Background: an optimization exercise with open tools, aiming at small area, a short achievable clock period and few clock cycles per item. Do not read the settings as production practice.
The RTL was checked by simulation tests, not by an equivalence proof against the original design.

Setup of wip/raven:
==> flow/design.v (excerpt) <==
module echo_engine (
    input  wire        clk,
    input  wire        rst,         
    input  wire        cfg_we,
    input  wire [4:0]  cfg_addr,
    input  wire [31:0] cfg_wdata,
    output reg         cfg_err,     
    input  wire        in_valid,
    output wire        in_ready,
    input  wire [1:0]  in_op,       
    input  wire [15:0] in_data,
    output wire        out_valid,
    input  wire        out_ready,
    output wire [15:0] out_data
);
Size: roughly 3700 cells after synthesis, ~1500 flip-flops, about 0.059 mm² of cells after synthesis.
==> flow/config.mk <==
export PLATFORM = sky130hd
export DESIGN_NAME = echo_engine
export DESIGN_NICKNAME = echo_engine
export VERILOG_FILES = /design/flow/design.v
export SDC_FILE = /design/flow/constraint.sdc
export NUM_CORES = 4
export LEC_CHECK = 0
export CAP_MARGIN = 20
export CORE_MARGIN = 2
export CORE_UTILIZATION = 40
export CTS_CLUSTER_DIAMETER = 70
export CTS_CLUSTER_SIZE = 24
export PLACE_DENSITY = 0.6
export SLEW_MARGIN = 20
==> flow/constraint.sdc <==
create_clock -name core_clock -period 10.5 [get_ports {clk}]
set_input_delay 2.1000 -clock core_clock [delete_from_list [all_inputs] [get_ports {clk}]]
set_output_delay 2.1000 -clock core_clock [all_outputs]
set_load 0.01 [all_outputs]
standard.sh (not shown) runs the stock make flow with config.mk's settings and CLKGATE_MAP_FILE= SYNTH_SCRIPT=/design/flow/synth_recipe.tcl, a recipe that flattens the netlist after the stock synthesis.
==> flow/flow/run.sh <==
#!/bin/bash
set -euo pipefail
MARGIN=$(cat flow/margin.txt)
bash standard.sh SETUP_SLACK_MARGIN=$MARGIN \
  "CTS_ARGS=-sink_clustering_enable -repair_clock_nets -sink_clustering_size 24 -sink_clustering_max_diameter 70 -dont_use_dummy_load" \
  "BUFFER_PORTS_ARGS=-buffer_cell sky130_fd_sc_hd__buf_4" \
  ADDER_MAP_FILE= \
  finish > flow_make.log 2>&1
==> flow/flow/margin.txt <==
6.9
Testbench counts of wip/raven, summed over its fixed seeds: cycles 32,976, items 32,000.
### wip/raven -> wip/yarrow
==> flow/flow/run.sh <==
#!/bin/bash
set -euo pipefail
MARGIN=$(cat flow/margin.txt)
bash standard.sh SETUP_SLACK_MARGIN=$MARGIN \
  "CTS_ARGS=-sink_clustering_enable -repair_clock_nets -sink_clustering_size 24 -sink_clustering_max_diameter 70 -dont_use_dummy_load" \
  finish > flow_make.log 2>&1
==> flow/flow/margin.txt <==
6.6
## What came out
- The lower adder and majority gate portion of the synthesized area of wip/yarrow and wip/raven is in wip/raven.
- Delta (wip/yarrow minus wip/raven): cell area decreased by 2.2% relative to the old numbers; final worst clock skew fell by 0.060 ns.
- Max proportion of layout cells with a drive suffix above 1 across wip/yarrow and wip/raven: wip/raven
- On final net count, the lower figure sits with wip/yarrow, not wip/raven.
- Compared with wip/raven, wip/yarrow shows time the final worst path needs with I/O delays and setup higher by 0.50 ns.
- Run comparison: wip/yarrow master of the slowest instance on the critical path fa_1; wip/raven master of the slowest instance on the critical path or4_1
- Share of the cycle needed by the critical path after routing came out higher on wip/yarrow than on wip/raven.
- wip/yarrow against wip/raven: hold slack shows an increase of 0.055 ns; post-route worst setup slack fell 0.50 ns.
Changes in wip/pepper relative to wip/yarrow:
--- a/flow/flow/run.sh
+++ b/flow/flow/run.sh
@@ -1,2 +1,7 @@
 #!/bin/bash
+# Standard ORFS layout through the standard.sh (the standard synthesis script, so
+# the same registers), with these changes to how the layout is made:
+#  - clock tree synthesis without dummy loads;
+#  - buf_4 cells as the port buffers;
+#  - no full or half adder cells from synthesis (abc maps the adders as plain gates).
 set -euo pipefail
@@ -5,2 +10,4 @@
   "CTS_ARGS=-sink_clustering_enable -repair_clock_nets -sink_clustering_size 24 -sink_clustering_max_diameter 70 -dont_use_dummy_load" \
+  "BUFFER_PORTS_ARGS=-buffer_cell sky130_fd_sc_hd__buf_4" \
+  ADDER_MAP_FILE= \
   finish > flow_make.log 2>&1
==> flow/flow/margin.txt <==
6.9
Where final hold slack is concerned, wip/yarrow is better than wip/pepper.
Compared wip/yarrow against wip/pepper; relative area change from synthesis to final layout within noise.
From wip/yarrow to wip/pepper the numbers moved as follows: count of unique library cells instantiated by Yosys +1; share of synthesized registers carrying an async set or reset stayed essentially flat.
Side by side, number of antenna violations at the first check in global routing turned out higher in wip/pepper than in wip/yarrow.
Delta(global-route track usage on met2, wip/pepper - wip/yarrow) > 0
Diff wip/yarrow and wip/pepper: initial cell density of the core lower in wip/yarrow
Area of the placeable core: wip/yarrow and wip/pepper compared, higher one is wip/pepper
Here is what was changed in the inputs of wip/onyx compared with wip/pepper.
==> flow/flow/margin.txt <==
7.05
--- outcome ---
| number of cell instances on the worst register-to-register path | wip/onyx vs wip/pepper | 1 higher |
wip/onyx: final standard cell area without fillers 2.0% above wip/pepper
Going from wip/pepper to wip/onyx, share of the final layout cell area in multi-input gates rose by 0.45 points, global-route track usage on met1 was more or less identical, flip-flop and latch area did not really move, post-synthesis to final-layout area growth increased by 2.3 points relative to the old numbers, hold slack closely matched the old numbers.
Depth of the critical timing path with buffers and inverters included: wip/onyx vs wip/pepper down 9
Met2 wirelength from detailed routing, wip/pepper and wip/onyx: higher on wip/onyx
Run comparison: wip/onyx end of the critical path out_data[1]; wip/pepper end of the critical path q1[15]$_DFF_P_
Maximum number of buffers from clock root to sink came out exactly the same in wip/pepper and wip/onyx.
Non-clock buffer count ends up higher on wip/onyx.

==> what the ideal ports hide <==
The results above use ideal ports. As a check the final layouts listed here were re-extracted and re-timed, cells and wires unchanged. Step 1: set_driving_cell puts a clkbuf_16 on clk and a buf_2 on each other input, an assumption about the parent block. Step 2, shift: input delay + t, output delay - t, t = (earliest + latest rising clock arrival at the registers) / 2. This alone moves slack from input paths to output paths. Slacks: no drivers / after step 1 / after step 2; pairs: no drivers / after step 1.
| run | shift t [ns] | slack for setup (ns) | worst setup path at the end |
|---|---|---|---|
| wip/raven | 0.756 | 6.929 / 6.885 / 6.249 | input to register |
| wip/yarrow | 0.738 | 6.431 / 6.431 / 5.830 | input to register |
| wip/pepper | 0.756 | 6.929 / 6.885 / 6.249 | input to register |
| wip/onyx | 0.757 | 6.959 / 6.880 / 6.391 | input to register |
After both steps setup and hold are still met in every run listed.
